Source: an optimization exercise on an open RTL-to-GDS flow (aim: small area, a short achievable clock period and few clock cycles per item). Production flows keep margins and buffers that such runs may drop. Power and IR drop assume default switching activity.

== run A ==
==> flow/design.v <==
module bdgr_dec (
    input  wire        clk,
    input  wire        rst,
    input  wire        start,
    input  wire [15:0] width,
    input  wire [15:0] height,
    input  wire        pred_med,
    output wire        busy,
    output wire        mismatch,
    input  wire        in_valid,
    input  wire [63:0] in_word,
    output wire        in_ready,
    output wire        out_valid,
    output wire [7:0]  out_pix,
    output wire        out_last,
    input  wire        out_ready,
    input  wire [7:0]  up_pix
);
    localparam [2:0] S_IDLE = 3'd0, S_HDR = 3'd1, S_DEC = 3'd2, S_MISM = 3'd3,
                     S_FLUSH = 3'd4;
    reg [2:0]  state;
    reg        mism_r;
    reg        med_r;
    reg [15:0] w_r;
    reg [15:0] cx, cy;        
    reg        dfc, dfr;      
    reg [19:0] t_r;           
    reg [6:0]  q;             
    reg        pv;            
    reg [7:0]  pd;            
    reg [1:0]  pcls;          
    reg        plast;
    reg [7:0]  prev;          
    reg [7:0]  up_prev;       
    wire [7:0] pr = {pd[6:0] ^ {7{pd[7]}}, pd[7]};
    reg [2:0] k;              
    always @(*) begin
        if      (pr <= 8'd1)   k = 3'd0;
        else if (pr <= 8'd4)   k = 3'd1;
        else if (pr <= 8'd8)   k = 3'd2;
        else if (pr <= 8'd16)  k = 3'd3;
        else if (pr <= 8'd32)  k = 3'd4;
        else if (pr <= 8'd64)  k = 3'd5;
        else if (pr <= 8'd128) k = 3'd6;
        else                   k = 3'd7;
    end
    wire [6:0] qk = q + 7'd1 + {4'd0, k};     
    wire [6:0] qe = q + 7'd20;                
    reg [10:0] fit84, fit20;
    integer j;
    always @(*) begin
        for (j = 0; j <= 10; j = j + 1) begin
            fit84[j] = (qk <= 84 - j);
            fit20[j] = (qk <= 20 - j);
        end
    end
    wire esc84 = (q <= 7'd64);
    wire esc20 = (q == 7'd0);
    wire [83:0] s  = {in_word, t_r};
    wire [82:0] s6 = q[6] ? {63'd0, s[83:64]} : s[82:0];
    wire [50:0] s5 = q[5] ? s6[82:32] : s6[50:0];
    wire [34:0] s4 = q[4] ? s5[50:16] : s5[34:0];
    wire [26:0] s3 = q[3] ? s4[34:8]  : s4[26:0];
    wire [22:0] s2 = q[2] ? s3[26:4]  : s3[22:0];
    wire [20:0] s1 = q[1] ? s2[22:2]  : s2[20:0];
    wire [19:0] win = q[0] ? s1[20:1] : s1[19:0];
    reg [3:0] z;              
    integer i;
    always @(*) begin
        z = 4'd11;
        for (i = 10; i >= 0; i = i - 1)
            if (win[i]) z = i[3:0];
    end
    wire esc = ~|win[10:0];
    wire [14:0] u3   = z[3] ? {4'd0, win[19:9]} : win[15:1];
    wire [10:0] u2   = z[2] ? u3[14:4] : u3[10:0];
    wire [8:0]  u1   = z[1] ? u2[10:2] : u2[8:0];
    wire [7:0]  rest = z[0] ? u1[8:1]  : u1[7:0];
    wire [7:0]  m    = rest & ((8'd1 << k) - 8'd1);
    wire [14:0] rq   = ({11'd0, z} << k) | {7'd0, m};
    wire [7:0]  r    = esc ? win[19:12] : rq[7:0];
    wire [7:0]  rd   = r[0] ? ~{1'b0, r[7:1]} : {1'b0, r[7:1]};    
    wire have = in_valid ? (|(win[10:0] & fit84) | (esc & esc84))
                         : (|(win[10:0] & fit20) | (esc & esc20));
    wire last_col = (cx == 16'd1);
    wire last_row = (cy == 16'd1);
    wire last_sym = last_col & last_row;
    wire [7:0] d  = pd;
    wire [7:0] na = prev;
    wire [7:0] nb = up_pix;
    wire [7:0] nc = up_prev;
    function [7:0] padd(input [7:0] a, input [7:0] b, input ci);
        reg [7:0] g, p, gg, pp;
        integer i, l;
        begin
            g = a & b;
            p = a ^ b;
            gg = g; pp = p;
            for (l = 1; l < 8; l = l * 2)
                for (i = 7; i >= l; i = i - 1) begin
                    gg[i] = gg[i] | (pp[i] & gg[i-l]);
                    pp[i] = pp[i] & pp[i-l];
                end
            padd[0] = p[0] ^ ci;
            for (i = 1; i < 8; i = i + 1)
                padd[i] = p[i] ^ (gg[i-1] | (pp[i-1] & ci));
        end
    endfunction
    wire [7:0] va = na + d;                   
    wire [7:0] cs = na ^ ~nc ^ d;             
    wire [7:0] cc = (na & ~nc) | (na & d) | (~nc & d);
    wire [7:0] e  = padd(cs, {cc[6:0], 1'b1}, 1'b0);
    wire [7:0] vb = padd(nb, d, 1'b0);        
    wire [7:0] vc = padd(nb, e, 1'b0);        
    function [1:0] cmp8(input [7:0] a, input [7:0] b);
        reg [7:0] l, q;
        reg [3:0] l2, q2;
        reg [1:0] l4, q4;
        integer i;
        begin
            l = ~a & b;
            q = ~(a ^ b);
            for (i = 0; i < 4; i = i + 1) begin
                l2[i] = l[2*i+1] | (q[2*i+1] & l[2*i]);
                q2[i] = q[2*i+1] & q[2*i];
            end
            for (i = 0; i < 2; i = i + 1) begin
                l4[i] = l2[2*i+1] | (q2[2*i+1] & l2[2*i]);
                q4[i] = q2[2*i+1] & q2[2*i];
            end
            cmp8 = {l4[1] | (q4[1] & l4[0]), q4[1] & q4[0]};
        end
    endfunction
    wire [1:0] cab = cmp8(na, nb);
    wire [1:0] ccb = cmp8(nc, nb);
    wire [1:0] cca = cmp8(nc, na);
    wire le_a   = ~cca[1];                    
    wire lt     = cab[1];                     
    wire c_lt_b = ccb[1];                     
    wire c_le_b = ccb[1] | ccb[0];            
    wire med    = pcls[1];
    wire sel_b  = (pcls == 2'd1) | (med & (le_a ^ lt));
    wire sel_c  = med & (le_a ? c_lt_b : ~c_le_b);
    wire sel_a  = ~sel_b & ~sel_c;
    wire [7:0] v = ({8{sel_a}} & va) | ({8{sel_b}} & vb) | ({8{sel_c}} & vc);
    wire flush_word = (q > 7'd20);            
    assign busy      = (state != S_IDLE);
    assign mismatch  = mism_r;
    assign in_ready  = ((state == S_DEC) & q[6]) | (state == S_MISM) |
                       ((state == S_FLUSH) & flush_word);
    assign out_valid = pv & ((state != S_FLUSH) | ~flush_word | in_valid);
    assign out_pix   = v;
    assign out_last  = plast;
    wire hdr_ok   = (in_word[15:0] == cx) & (in_word[31:16] == cy);
    wire dec_on   = (state == S_DEC) | ((state == S_HDR) & hdr_ok);
    wire take     = in_valid & in_ready;
    wire out_fire = out_valid & out_ready;
    wire dec_fire = dec_on & have & (~pv | out_ready);
    wire [6:0] qa = dec_fire ? (esc ? qe : qk + {3'd0, z}) : q;
    always @(posedge clk) begin
        if (rst) begin
            state  <= S_IDLE;
            mism_r <= 1'b0;
            pv     <= 1'b0;
        end else begin
            if (dec_fire) begin
                pv    <= 1'b1;
                pd    <= rd;
                pcls  <= (~med_r | dfr) ? 2'd0 : (dfc ? 2'd1 : 2'd2);
                plast <= last_sym;
            end else if (out_fire) begin
                pv    <= 1'b0;
            end
            if (out_fire) begin
                prev    <= v;
                up_prev <= up_pix;
            end
            if (dec_fire) begin
                if (last_col) begin
                    cx  <= w_r;
                    cy  <= cy - 16'd1;
                    dfc <= 1'b1;
                    dfr <= 1'b0;
                end else begin
                    cx  <= cx - 16'd1;
                    dfc <= 1'b0;
                end
            end
            if ((state == S_DEC) | (state == S_HDR))
                q <= {qa[6] & ~take, qa[5:0]};
            else if (take)
                q <= 7'd0;
            if (take)
                t_r <= in_word[63:44];
            case (state)
                S_IDLE: begin
                    if (start) begin
                        state  <= S_HDR;
                        mism_r <= 1'b0;
                        med_r  <= pred_med;
                        w_r    <= width;
                        cx     <= width;
                        cy     <= height;
                        dfc    <= 1'b1;
                        dfr    <= 1'b1;
                        prev   <= 8'd0;
                        pd     <= 8'd128;
                        q      <= 7'd52;
                    end
                end
                S_HDR: begin
                    if (dec_fire & last_sym)
                        state <= S_FLUSH;
                    else if (in_valid)
                        state <= hdr_ok ? S_DEC : S_MISM;
                end
                S_MISM: begin
                    if (in_valid) begin
                        mism_r <= 1'b1;
                        state  <= S_IDLE;
                    end
                end
                S_DEC: begin
                    if (dec_fire & last_sym)
                        state <= S_FLUSH;
                end
                S_FLUSH: begin
                    if (out_fire & plast)
                        state <= S_IDLE;
                end
                default: state <= S_IDLE;
            endcase
        end
    end
endmodule
Settings: LEC_CHECK=0, ABC_AREA=1, CAP_MARGIN=20, CORE_MARGIN=2, CORE_UTILIZATION=40, SETUP_SLACK_MARGIN=5, SLEW_MARGIN=20; clock period 12.0 ns.
standard.sh (not shown) runs the stock make flow with config.mk's settings and CLKGATE_MAP_FILE= SYNTH_SCRIPT=/design/flow/synth_recipe.tcl, a recipe that flattens the netlist after the stock synthesis.
==> flow/flow/run.sh <==
#!/bin/bash
# The standard layout, with plain buf_1 cells as the port buffers (the
# resizer still upsizes them where timing needs it).
set -euo pipefail
export BUFFER_PORTS_ARGS="-buffer_cell sky130_fd_sc_hd__buf_1"
bash standard.sh > standard.log 2>&1
Input changes introduced in run B (baseline for comparison: run A):
--- a/flow/design.v
+++ b/flow/design.v
@@ -28,10 +28,9 @@
     reg [6:0]  q;             
     reg        pv;            
-    reg [7:0]  pd;            
+    reg [7:0]  pr;            
     reg [1:0]  pcls;          
     reg        plast;
     reg [7:0]  prev;          
     reg [7:0]  up_prev;       
-    wire [7:0] pr = {pd[6:0] ^ {7{pd[7]}}, pd[7]};
     reg [2:0] k;              
     always @(*) begin
@@ -47,12 +46,16 @@
     wire [6:0] qk = q + 7'd1 + {4'd0, k};     
     wire [6:0] qe = q + 7'd20;                
-    reg [10:0] fit84, fit20;
+    reg [17:0] th84, th20;
     integer j;
     always @(*) begin
-        for (j = 0; j <= 10; j = j + 1) begin
-            fit84[j] = (qk <= 84 - j);
-            fit20[j] = (qk <= 20 - j);
+        for (j = 0; j <= 17; j = j + 1) begin
+            th84[j] = (q <= 83 - j);
+            th20[j] = (q <= 19 - j);
         end
     end
+    wire [17:0] th84s = th84 >> k;
+    wire [17:0] th20s = th20 >> k;
+    wire [10:0] fit84 = th84s[10:0];
+    wire [10:0] fit20 = th20s[10:0];
     wire esc84 = (q <= 7'd64);
     wire esc20 = (q == 7'd0);
@@ -65,11 +68,10 @@
     wire [20:0] s1 = q[1] ? s2[22:2]  : s2[20:0];
     wire [19:0] win = q[0] ? s1[20:1] : s1[19:0];
-    reg [3:0] z;              
-    integer i;
-    always @(*) begin
-        z = 4'd11;
-        for (i = 10; i >= 0; i = i - 1)
-            if (win[i]) z = i[3:0];
-    end
+    wire       lo8  = |win[7:0];
+    wire       lo4  = |win[3:0];
+    wire [3:0] nib  = lo4 ? win[3:0] : win[7:4];
+    wire [1:0] zl   = nib[0] ? 2'd0 : nib[1] ? 2'd1 : nib[2] ? 2'd2 : 2'd3;
+    wire [1:0] zh   = win[8] ? 2'd0 : win[9] ? 2'd1 : win[10] ? 2'd2 : 2'd3;
+    wire [3:0] z    = lo8 ? {1'b0, ~lo4, zl} : {2'b10, zh};
     wire esc = ~|win[10:0];
     wire [14:0] u3   = z[3] ? {4'd0, win[19:9]} : win[15:1];
@@ -80,5 +82,4 @@
     wire [14:0] rq   = ({11'd0, z} << k) | {7'd0, m};
     wire [7:0]  r    = esc ? win[19:12] : rq[7:0];
-    wire [7:0]  rd   = r[0] ? ~{1'b0, r[7:1]} : {1'b0, r[7:1]};    
     wire have = in_valid ? (|(win[10:0] & fit84) | (esc & esc84))
                          : (|(win[10:0] & fit20) | (esc & esc20));
@@ -86,5 +87,5 @@
     wire last_row = (cy == 16'd1);
     wire last_sym = last_col & last_row;
-    wire [7:0] d  = pd;
+    wire [7:0] d  = pr[0] ? ~{1'b0, pr[7:1]} : {1'b0, pr[7:1]};    
     wire [7:0] na = prev;
     wire [7:0] nb = up_pix;
@@ -166,5 +167,5 @@
             if (dec_fire) begin
                 pv    <= 1'b1;
-                pd    <= rd;
+                pr    <= r;
                 pcls  <= (~med_r | dfr) ? 2'd0 : (dfc ? 2'd1 : 2'd2);
                 plast <= last_sym;
@@ -205,5 +206,5 @@
                         dfr    <= 1'b1;
                         prev   <= 8'd0;
-                        pd     <= 8'd128;
+                        pr     <= 8'd255;
                         q      <= 7'd52;
                     end
## What came out
- Delta (run B minus run A): length of the first detailed-routing pass in iterations fell 2, area share of xor/xnor cells in the synthesized design fell 0.88 points, die area rose about 6%, portion of the clock cycle consumed by the worst path in the final layout fell 0.17 points.
- The fraction of area in clock buffers and inverters of run B is lower than that of run A.
- Between run B and run A, the achievable frequency does not differ in any meaningful way.
- [compare] base=run A new=run B: arrival time reported for the critical path endpoint moved down, starting density of the core closely matched the old numbers, number of cells produced by synthesis +188, worst hold slack decreased 0.0048 ns, wire length shows an increase of 9.8%.
- The area after synthesis of run B exceeds that of run A by 6.5%.
- Diff run A -> run B: internal power picked up an extra about 36%; part of the power in the clock network lost 4.2 points.
No run of this note included a check of the RTL's function; only the layout flow was run.

==> separate check: timing with driven ports <==
The flow's constraints put no driver on any port. The routed layouts listed below were extracted and timed again, unchanged, in two steps.
Step 1 assumes that a clkbuf_16 drives the clock port and a buf_2 every other input.
Step 2 adds t to the input delays and takes it off the output delays; t is the mean of the earliest and latest rising clock arrival at the registers after step 1. Input paths then give back, and output paths get back, about the clock's delay inside the block.
Three values: ideal, step 1, step 2; two values: the first two.
run	t, ns	setup slack, ns	worst setup path after step 2	worst register clock-pin slew, ns	worst slew at a driven data input, ns
run A	0.432	5.098 / 5.066 / 5.066	input to output	0.10 / 0.10	0.04
run B	0.443	5.119 / 5.084 / 5.084	input to output	0.10 / 0.10	0.04
After both steps setup and hold are still met in every run listed. The setup slack of run B, which loses most, moves by -0.035 ns with the drivers and by -0.035 ns with both steps.
